What follows belongs to an exercise in optimizing a design on an open flow for small area and a short achievable clock period; a production flow would make more cautious choices. Where RTL was checked, it was by simulation tests only, not by an equivalence proof against the original. No activity file was given, so power comes from the tool's default toggle rates.

==> flow/design.v <==
module glue_timer (
    input  wire       clk,
    input  wire       rst,         
    input  wire       wr_en,       
    input  wire [2:0] wr_off,      
    input  wire [7:0] wr_data,
    input  wire       tick,
    output wire [7:0] count,       
    output wire       irq
);
    reg [15:0] ticks;
    reg [7:0]  target;
    reg        paused;
    reg        irq_q;
    wire w_target = wr_en && wr_off == 3'd0;
    wire w_reset  = wr_en && wr_off == 3'd2;
    wire w_trig   = wr_en && wr_off == 3'd3;
    wire w_pause  = wr_en && wr_off == 3'd4;
    wire w_cont   = wr_en && wr_off == 3'd5;
    wire w_zero   = w_target || w_reset || w_trig;
    wire n_paused = w_pause || (paused && !(w_zero || w_cont));
    wire n_irq_w  = w_trig || (irq_q && !(w_target || w_reset || w_cont));
    wire do_tick  = tick && !n_paused;
    wire [15:0] t     = ticks + 16'd1;
    wire [16:0] d     = {t[15], t} - {9'd0, target};
    wire        fire1 = !d[16];
    wire [7:0]  n_target = w_target ? wr_data : target;
    wire        fire0    = n_target[7:1] == 7'd0;
    wire        fire     = w_zero ? fire0 : fire1;
    always @(posedge clk) begin
        if (rst) begin
            ticks  <= 16'd0;
            target <= 8'd255;
            paused <= 1'b1;
            irq_q  <= 1'b0;
        end else begin
            target <= n_target;
            paused <= n_paused;
            irq_q  <= n_irq_w || (do_tick && fire);
            if (do_tick) begin
                if (w_zero)
                    ticks <= {15'd0, !(fire0 && n_target[0])};
                else
                    ticks <= fire1 ? d[15:0] : t;
            end else if (w_zero) begin
                ticks <= 16'd0;
            end
        end
    end
    assign count = ticks[7:0];
    assign irq   = irq_q;
endmodule
module glue_disk (
    input  wire        clk,
    input  wire        rst,              
    input  wire        store_open,
    input  wire        store_writable,
    input  wire [40:0] store_size,
    input  wire        wr_en,            
    input  wire        rd_en,            
    input  wire [2:0]  off,              
    input  wire [7:0]  wr_data,
    output reg         status,           
    output wire [40:0] st_addr,
    output wire        st_re,
    output wire        st_we,
    output wire [7:0]  st_wdata
);
    localparam OK  = 1'b0;
    localparam NOK = 1'b1;
    reg [7:0]  param [0:3];
    reg [40:0] pos;
    reg        pos_in;                   
    wire [31:0] block    = {param[3], param[2], param[1], param[0]};
    wire [31:0] size_blk = store_size[40:9];
    wire        size_lo  = |store_size[8:0];
    wire        blk_lt   = block < size_blk;
    wire        blk_eq   = block == size_blk;
    wire        seek_le  = blk_lt || blk_eq;
    wire        seek_lt  = blk_lt || (blk_eq && size_lo);
    wire [40:0] pos_inc  = pos + 41'd1;
    wire is_data  = off == 3'd5;
    wire is_cmd   = off == 3'd0;
    wire data_rd  = rd_en && is_data;
    wire data_wr  = wr_en && is_data;
    wire xfer     = data_rd || data_wr;
    wire xfer_ok  = store_open && pos_in && (data_rd || store_writable);
    wire do_seek  = store_open && wr_en && is_cmd && wr_data == 8'h01;
    wire do_sel   = store_open && wr_en && is_cmd && wr_data == 8'h00;
    wire do_inc   = xfer && xfer_ok;
    assign st_addr  = pos;
    assign st_re    = data_rd && xfer_ok;
    assign st_we    = data_wr && xfer_ok;
    assign st_wdata = wr_data;
    always @(posedge clk) begin
        if (rst) begin
            status   <= store_open ? OK : NOK;
            param[0] <= 8'h00;
            param[1] <= 8'h00;
            param[2] <= 8'h00;
            param[3] <= 8'h00;
            pos      <= 41'd0;
            pos_in   <= |store_size;
        end else begin
            if (!store_open) begin
                if ((wr_en && off != 3'd6) || data_rd)
                    status <= NOK;
            end else if (do_sel) begin
                status <= OK;
            end else if (do_seek) begin
                status <= seek_le ? OK : NOK;
            end else if (xfer) begin
                status <= xfer_ok ? OK : NOK;
            end
            if (store_open && wr_en && off == 3'd1) param[0] <= wr_data;
            if (store_open && wr_en && off == 3'd2) param[1] <= wr_data;
            if (store_open && wr_en && off == 3'd3) param[2] <= wr_data;
            if (store_open && wr_en && off == 3'd4) param[3] <= wr_data;
            if (do_seek) begin
                pos    <= {block, 9'd0};
                pos_in <= seek_lt;
            end else if (do_inc) begin
                pos    <= pos_inc;
                pos_in <= pos_inc != store_size;
            end
        end
    end
endmodule
module fuzix_glue (
    input  wire        clk,
    input  wire        rst,              
    input  wire        store_open,
    input  wire        store_writable,
    input  wire [40:0] store_size,
    input  wire        bus_valid,
    input  wire        bus_rd,           
    input  wire        bus_sync,         
    input  wire [15:0] bus_addr,
    input  wire [7:0]  bus_wdata,
    output reg         data_drive,       
    output reg  [7:0]  data_out,         
    input  wire        tick,
    output wire        irq,
    output wire        mem_re,
    output wire        mem_we,
    output wire [15:0] mem_addr,
    output wire [7:0]  mem_wdata,
    input  wire [7:0]  mem_rdata,
    output wire        st_re,
    output wire        st_we,
    output wire [40:0] st_addr,
    output wire [7:0]  st_wdata,
    input  wire [7:0]  st_rdata
);
    wire hi_fe   = bus_addr[15:8] == 8'hFE;
    wire in_disk  = hi_fe && bus_addr[7:3] == 5'b01100 && bus_addr[2:0] != 3'd7;
    wire in_timer = hi_fe && bus_addr[7:3] == 5'b10000 && !(bus_addr[2] && bus_addr[1]);
    wire in_mem   = !in_disk && !in_timer;
    wire [2:0] off = bus_addr[2:0];
    wire cyc = bus_valid && !rst;
    wire rd  = cyc && bus_rd;
    wire wr  = cyc && !bus_rd;
    assign mem_re    = rd && in_mem;
    assign mem_we    = wr && in_mem;
    assign mem_addr  = bus_addr;
    assign mem_wdata = bus_wdata;
    wire [7:0] timer_count;
    glue_timer u_timer (
        .clk     (clk),
        .rst     (rst),
        .wr_en   (wr && in_timer),
        .wr_off  (off),
        .wr_data (bus_wdata),
        .tick    (tick),
        .count   (timer_count),
        .irq     (irq)
    );
    wire       disk_status;
    glue_disk u_disk (
        .clk            (clk),
        .rst            (rst),
        .store_open     (store_open),
        .store_writable (store_writable),
        .store_size     (store_size),
        .wr_en          (wr && in_disk),
        .rd_en          (rd && in_disk),
        .off            (off),
        .wr_data        (bus_wdata),
        .status         (disk_status),
        .st_addr        (st_addr),
        .st_re          (st_re),
        .st_we          (st_we),
        .st_wdata       (st_wdata)
    );
    reg [7:0] rdata;
    always @(*) begin
        if (in_disk) begin
            if (off == 3'd6)
                rdata = {7'd0, disk_status};
            else if (off == 3'd5 && st_re)
                rdata = st_rdata;
            else
                rdata = 8'h00;
        end else if (in_timer)
            rdata = (off == 3'd1) ? timer_count : 8'h00;
        else
            rdata = mem_rdata;
    end
    always @(posedge clk) begin
        if (rst)
            data_drive <= 1'b0;
        else if (bus_valid)
            data_drive <= bus_rd;
        if (rd)
            data_out <= rdata;
    end
endmodule
==> flow/config.mk <==
export PLATFORM = sky130hd
export DESIGN_NAME = fuzix_glue
export DESIGN_NICKNAME = fuzix_glue
export VERILOG_FILES = /design/flow/design.v
export SDC_FILE = /design/flow/constraint.sdc
export NUM_CORES = 4
export LEC_CHECK = 0
export CAP_MARGIN = 20
export CORE_MARGIN = 2
export CORE_UTILIZATION = 50
export SETUP_SLACK_MARGIN = 1.6
export SLEW_MARGIN = 20
==> flow/constraint.sdc <==
create_clock -name core_clock -period 4.5 [get_ports {clk}]
set_input_delay 0.9000 -clock core_clock [delete_from_list [all_inputs] [get_ports {clk}]]
set_output_delay 0.9000 -clock core_clock [all_outputs]
set_load 0.01 [all_outputs]
run.sh (not shown) runs the stock make flow with config.mk's settings and CLKGATE_MAP_FILE= SYNTH_SCRIPT=/design/flow/synth_recipe.tcl, a recipe that flattens the netlist after the stock synthesis.
Rerun with:
SETUP_SLACK_MARGIN = 2.0   (was 1.6)
Result:
- flip-flop and latch count is unchanged
- core utilization increases by 3.0 points
- cell area rises by 4.0%
- final cell count went up by about 1.2%
- synthesized cell count stays the same
- worst setup slack got worse by 0.018 ns
- hold slack gets better by 0.023 ns
Function was not checked in any run of this note: the RTL went through the layout flow alone.

---

Setup of run 1:
Another version of the RTL of fuzix_glue (not shown whole).
Size in the first run: about 1,100 cells after synthesis, about 0.0077 mm^2 of cells after synthesis.
Settings: LEC_CHECK=0, CAP_MARGIN=20, CORE_MARGIN=2, CORE_UTILIZATION=60, SETUP_SLACK_MARGIN=1.5, SLEW_MARGIN=20; clock period 4.5 ns.
standard.sh (not shown) runs the stock make flow with config.mk's settings and CLKGATE_MAP_FILE= SYNTH_SCRIPT=/design/flow/synth_recipe.tcl, a recipe that flattens the netlist after the stock synthesis.
==> flow/flow/run.sh <==
#!/bin/bash
# Own flow: the standard layout (standard.sh: ORFS with the standard flow's
# synthesis script and steps), with two changes to how the layout is made:
#  - ABC maps the logic with the classic delay-driven mapper (map -D, then
#    buffering and gate sizing) from flow/abc_map.script instead of ORFS's
#    abc_speed.script; registers are not touched by ABC, so the registers,
#    their names and their cells are those of the standard synthesis;
#  - the port buffers are the small sky130_fd_sc_hd__buf_1 instead of the
#    default delay-cell buffer; repair_design/repair_timing resize them
#    afterwards wherever timing or slew needs it.
# ORFS's scripts folder is copied here and only abc_speed.script replaced.
set -euo pipefail
rm -rf scripts
cp -r "$FLOW_HOME/scripts" scripts
cp flow/abc_map.script scripts/abc_speed.script
export SCRIPTS_DIR="$PWD/scripts"
export BUFFER_PORTS_ARGS="-buffer_cell sky130_fd_sc_hd__buf_1"
bash standard.sh > standard.log 2>&1
==> flow/flow/abc_map.script <==
strash
dch
map -D 1500
buffer -c
topo
stime -c
upsize -c -D 1500
dnsize -c -D 1500
[inputs] run 2 vs run 1
==> flow/flow/run.sh <==
#!/bin/bash
# Own flow: the standard layout (standard.sh, unchanged synthesis and
# steps), except that the port buffers are the small sky130_fd_sc_hd__buf_1
# instead of the default delay-cell buffer; repair_design/repair_timing
# resize them afterwards wherever timing or slew needs it.
set -euo pipefail
export BUFFER_PORTS_ARGS="-buffer_cell sky130_fd_sc_hd__buf_1"
bash standard.sh > standard.log 2>&1
--- a/flow/config.mk
+++ b/flow/config.mk
@@ -10,2 +10,4 @@
 export CORE_UTILIZATION = 60
+export CTS_BUF_LIST = sky130_fd_sc_hd__clkbuf_8
+export CTS_CLUSTER_SIZE = 10
 export SETUP_SLACK_MARGIN = 1.5
removed: flow/flow/abc_map.script
Findings:
Run 2 has completed all stages; timing, DRC and antenna checks passed.
Worst slew margin relative to its limit was lower in run 2 than in run 1.
Synthesized cell count ends up higher on run 1.
Run 2 against run 1: part of the power in combinational logic rose 3.0 points; number of well taps rose 4; area of the mapped netlist rose 4.2%.
Run 1 → run 2: data required time of the worst path comparable; number of buffers added for setup after CTS dropped 1.
The inputs of run 3 differ from those of run 2 as listed below.
--- a/flow/config.mk
+++ b/flow/config.mk
@@ -9,6 +9,4 @@
 export CORE_MARGIN = 2
-export CORE_UTILIZATION = 60
-export CTS_BUF_LIST = sky130_fd_sc_hd__clkbuf_8
-export CTS_CLUSTER_SIZE = 10
-export SETUP_SLACK_MARGIN = 1.5
+export CORE_UTILIZATION = 50
+export SETUP_SLACK_MARGIN = 2.0
 export SLEW_MARGIN = 20
Findings:
- The leakage dissipation in run 3 is 1.13 times that in run 2.
- Reported for run 3 and run 2, unique cell type count in the Yosys netlist turned out identical to the last digit.
- Lower met1 layer usage reported by global route among run 3 and run 2: run 3
- In terms of cell area after synthesis, run 3 and run 2 differ only marginally.
- Sequential logic power: run 3 vs run 2, no meaningful difference
- Run 3 — logic gate share of total power 0.3 points higher, run 2 as reference
- Against run 2, die area in run 3 came out worse.
- Going from run 2 to run 3, non-clock buffer total of the final layout increased by 40 relative to the old numbers; met2 usage went down; maximum operating frequency went down by 0.0047 GHz; via density per instance saw a decrease.
- Of the two values seen for cell type of the slowest stage on the worst timing path, sky130_fd_sc_hd__and4_4 was produced by run 3 and sky130_fd_sc_hd__or4_1 by run 2.
The following lists how run 4 was set up differently from run 3:
==> flow/flow/run.sh <==
#!/bin/bash
# Own flow: the standard layout (standard.sh: ORFS with the standard flow's
# synthesis script and steps), with two changes to how the layout is made:
#  - ABC maps the logic with the classic delay-driven mapper (map -D, then
#    buffering and gate sizing) from flow/abc_map.script instead of ORFS's
#    abc_speed.script; registers are not touched by ABC, so the registers,
#    their names and their cells are those of the standard synthesis;
#  - the port buffers are the small sky130_fd_sc_hd__buf_1 instead of the
#    default delay-cell buffer; repair_design/repair_timing resize them
#    afterwards wherever timing or slew needs it.
# ORFS's scripts folder is copied here and only abc_speed.script replaced.
set -euo pipefail
rm -rf scripts
cp -r "$FLOW_HOME/scripts" scripts
cp flow/abc_map.script scripts/abc_speed.script
export SCRIPTS_DIR="$PWD/scripts"
export BUFFER_PORTS_ARGS="-buffer_cell sky130_fd_sc_hd__buf_1"
bash standard.sh > standard.log 2>&1
==> flow/flow/abc_map.script (new file) <==
strash
dch
map -D 1500
buffer -c
topo
stime -c
upsize -c -D 1500
dnsize -c -D 1500
--- a/flow/config.mk
+++ b/flow/config.mk
@@ -9,4 +9,4 @@
 export CORE_MARGIN = 2
-export CORE_UTILIZATION = 50
-export SETUP_SLACK_MARGIN = 2.0
+export CORE_UTILIZATION = 60
+export SETUP_SLACK_MARGIN = 1.8
 export SLEW_MARGIN = 20
Against run 3, run 4 reports a via count of the routed design that is lower.
Setup slack: run 4 more than run 3
Post-placement cell count ended up 1.9% lower on run 4 than on run 3.

---

== north ==
Another version of the RTL of fuzix_glue (not shown whole).
Size: ~110 flip-flops, about 180 I/O pins, roughly 7700 µm² of cells after synthesis.
export LEC_CHECK = 0
export CAP_MARGIN = 20
export CORE_MARGIN = 2
export CORE_UTILIZATION = 65
export SETUP_SLACK_MARGIN = 1.7
export SLEW_MARGIN = 20
create_clock -name core_clock -period 4.5 [get_ports {clk}]
==> flow/flow/run.sh <==
#!/bin/bash
# Own flow: the standard layout (standard.sh: ORFS with the standard flow's
# synthesis script and steps), with two changes to how the layout is made:
#  - ABC maps the logic with the classic delay-driven mapper (map -D, then
#    buffering and gate sizing) from flow/abc_map.script instead of ORFS's
#    abc_speed.script; registers are not touched by ABC, so the registers,
#    their names and their cells are those of the standard synthesis;
#  - the port buffers are the small sky130_fd_sc_hd__buf_1 instead of the
#    default delay-cell buffer; repair_design/repair_timing resize them
#    afterwards wherever timing or slew needs it.
# ORFS's scripts folder is copied here and only abc_speed.script replaced.
set -euo pipefail
rm -rf scripts
cp -r "$FLOW_HOME/scripts" scripts
cp flow/abc_map.script scripts/abc_speed.script
export SCRIPTS_DIR="$PWD/scripts"
export BUFFER_PORTS_ARGS="-buffer_cell sky130_fd_sc_hd__buf_1"
bash standard.sh > standard.log 2>&1
==> flow/flow/abc_map.script <==
strash
dch
map -D 1500
buffer -c
topo
stime -c
upsize -c -D 1500
dnsize -c -D 1500
Relative to north, the following input files were edited for south:
Settings: swapping 1.7 for 1.5 in SETUP_SLACK_MARGIN; swapping 65 for 60 in CORE_UTILIZATION.
==> comparison <==
- Summed area of non-filler cells in the final layout was lower in the run labelled south.
- The run showing the smaller synthesis-to-finish area growth is south.
- Between south and north, the total inserted antenna cells figures differ only marginally.
- The final reports for south and north show sum of buffers and inverters on the critical path lower in the former.
- south vs. north: count of clock buffers in the final design picked up an extra 1, combinational power lost about 7%, setup slack at placement lost 0.11 ns.
[inputs] east vs south
Settings: CORE_UTILIZATION now 65, was 60; SETUP_SLACK_MARGIN now 1.6, was 1.5.
Results
south: PASS, flow complete, no timing, DRC or antenna violations. east finished all stages; the layout is clean. Against south, east comes in 5.9 points higher on initial cell density of the core. Diff south and east: endpoint arrival time on the critical path lower in east. When east is measured against south, its critical path depth turns out 5 lower. Taking south as the reference point, the post-detailed-route via-to-cell ratio of east rises by about 5.6%. | area share of buffers outside the clock network | south vs east | ≈ equal |. As of east, non-clock buffer count had risen by a few percent compared to south.

---

run A:
fuzix_glue with an RTL version that a note above also has.
Size in the first run: roughly 1100 cells after synthesis, ~110 flip-flops, roughly 180 I/O pins, about 8000 um^2 of cells after synthesis.
==> flow/config.mk <==
export PLATFORM = sky130hd
export DESIGN_NAME = fuzix_glue
export DESIGN_NICKNAME = fuzix_glue
export VERILOG_FILES = /design/flow/design.v
export SDC_FILE = /design/flow/constraint.sdc
export NUM_CORES = 4
export LEC_CHECK = 0
export CAP_MARGIN = 20
export CORE_MARGIN = 2
export CORE_UTILIZATION = 60
export SETUP_SLACK_MARGIN = 1.5
export SLEW_MARGIN = 20
==> flow/constraint.sdc <==
create_clock -name core_clock -period 4.5 [get_ports {clk}]
set_input_delay 0.9000 -clock core_clock [delete_from_list [all_inputs] [get_ports {clk}]]
set_output_delay 0.9000 -clock core_clock [all_outputs]
set_load 0.01 [all_outputs]
==> flow/flow/run.sh <==
#!/bin/bash
# Own flow: the standard layout (standard.sh, unchanged synthesis and
# steps), except that the port buffers are the small sky130_fd_sc_hd__buf_1
# instead of the default delay-cell buffer; repair_design/repair_timing
# resize them afterwards wherever timing or slew needs it.
set -euo pipefail
export BUFFER_PORTS_ARGS="-buffer_cell sky130_fd_sc_hd__buf_1"
bash standard.sh > standard.log 2>&1
Run A completed end to end with timing, DRC and antenna clean.
[inputs] run B vs run A
Settings: changing CORE_UTILIZATION from 60 to 70; changing SETUP_SLACK_MARGIN from 1.5 to 1.6.
==> flow/flow/run.sh <==
#!/bin/bash
# Own flow: the standard layout (standard.sh: ORFS with the standard flow's
# synthesis script and steps), with two changes to how the layout is made:
#  - ABC maps the logic with the classic delay-driven mapper (map -D, then
#    buffering and gate sizing) from flow/abc_map.script instead of ORFS's
#    abc_speed.script; registers are not touched by ABC, so the registers,
#    their names and their cells are those of the standard synthesis;
#  - the port buffers are the small sky130_fd_sc_hd__buf_1 instead of the
#    default delay-cell buffer; repair_design/repair_timing resize them
#    afterwards wherever timing or slew needs it.
# ORFS's scripts folder is copied here and only abc_speed.script replaced.
set -euo pipefail
rm -rf scripts
cp -r "$FLOW_HOME/scripts" scripts
cp flow/abc_map.script scripts/abc_speed.script
export SCRIPTS_DIR="$PWD/scripts"
export BUFFER_PORTS_ARGS="-buffer_cell sky130_fd_sc_hd__buf_1"
bash standard.sh > standard.log 2>&1
==> flow/flow/abc_map.script (new file) <==
strash
dch
map -D 1500
buffer -c
topo
stime -c
upsize -c -D 1500
dnsize -c -D 1500
Findings:
No run among run A and run B stopped early or left any final violation; all are clean. Number of sequential cells delta (run B -> run A): insignificant. Run B vs run A: worst setup slack after layout up. Run B against run A; average size of a mapped cell is down by a few percent. Number of placement rows, run A and run B: higher on run A. Clock latency reported for the late side of the worst-skew pair (higher): run B. Synthesized cell count (run B over run A): increase, 16. Per the comparison of run B with run A, wire length has decreased; first-pass GRT wire length has decreased; routed wirelength normalized by instance count has decreased.
## Diff of input files: run C against run B
Settings: changing CORE_UTILIZATION from 70 to 65.
Run C has completed all stages; timing, DRC and antenna checks passed.
Violation count after the first detailed-routing iteration is higher on run B
Total via count after detailed routing, run B and run C, higher one = run B.
Status: count of clock buffers in the final design parity (run C, run B)
Comparing run B and run C, number of cell rows is lower on run B.
Diff run B -> run C: highest clock frequency the design can meet moved down, post-layout worst setup margin saw a decrease.
Relative to run C, the following input files were edited for run D:
Settings: CORE_UTILIZATION now 50, was 65.
==> flow/flow/run.sh <==
#!/bin/bash
# Own flow: the standard layout (standard.sh, unchanged synthesis and
# steps), except that the port buffers are the small sky130_fd_sc_hd__buf_1
# instead of the default delay-cell buffer; repair_design/repair_timing
# resize them afterwards wherever timing or slew needs it.
set -euo pipefail
export BUFFER_PORTS_ARGS="-buffer_cell sky130_fd_sc_hd__buf_1"
bash standard.sh > standard.log 2>&1
removed: flow/flow/abc_map.script
Findings:
- [compare] base=run C new=run D: via count went down, number of cell rows moved up, number of standard cells after synthesis fell 1.5%.
- | inserted tap cell count | higher: run D |
- Run D vs. run C: effective utilization at floorplan fell by 16 points; floorplan die area moved up.

## afterwards: timing with drivers on the ports
The results above use ideal ports. As a check the final layouts listed here were re-extracted and re-timed, cells and wires unchanged.
Step 1, drivers: a clkbuf_16 drives clk and a buf_2 each remaining input, both assumed.
Step 2 times the ports against the registers' clock, not the clock port: input delays grow and output delays shrink by t, the midpoint of the rising clock arrivals with the driver on.
Three values: no drivers, after step 1, after step 2; two values: the first two.
run | t (ns) | setup slack, ns | worst setup path at the end | latest minus earliest clock arrival (ns) | worst register clock-pin slew, ns
the first run of note 1 | 0.425 | 1.120 / 1.086 / 1.005 | input to register | 0.013 / 0.013 | 0.09 / 0.09
the second run of note 1 | 0.415 | 1.101 / 1.070 / 1.006 | input to register | 0.013 / 0.013 | 0.09 / 0.09
run 1 | 0.406 | 1.472 / 1.472 / 1.217 | input to register | 0.013 / 0.013 | 0.08 / 0.08
run 2 | 0.444 | 1.524 / 1.536 / 1.097 | input to register | 0.013 / 0.013 | 0.12 / 0.12
run 3 | 0.403 | 1.482 / 1.506 / 1.102 | input to register | 0.007 / 0.007 | 0.08 / 0.08
run 4 | 0.410 | 1.546 / 1.494 / 1.208 | input to register | 0.010 / 0.010 | 0.08 / 0.08
north | 0.407 | 1.510 / 1.496 / 1.247 | input to register | 0.008 / 0.008 | 0.08 / 0.08
south | 0.399 | 1.423 / 1.423 / 1.202 | input to register | 0.008 / 0.008 | 0.08 / 0.08
east | 0.403 | 1.514 / 1.479 / 1.312 | input to register | 0.009 / 0.009 | 0.09 / 0.09
run A | 0.407 | 1.473 / 1.494 / 1.087 | input to register | 0.008 / 0.008 | 0.08 / 0.08
run B | 0.439 | 1.555 / 1.522 / 1.125 | input to register | 0.014 / 0.014 | 0.12 / 0.12
run C | 0.405 | 1.491 / 1.512 / 1.107 | input to register | 0.008 / 0.008 | 0.08 / 0.08
run D | 0.400 | 1.583 / 1.548 / 1.203 | input to register | 0.010 / 0.010 | 0.08 / 0.08
After both steps every run listed still meets setup and hold. For run B, which loses most, drivers alone change the setup slack by -0.033 ns; drivers and shift together by -0.430 ns.
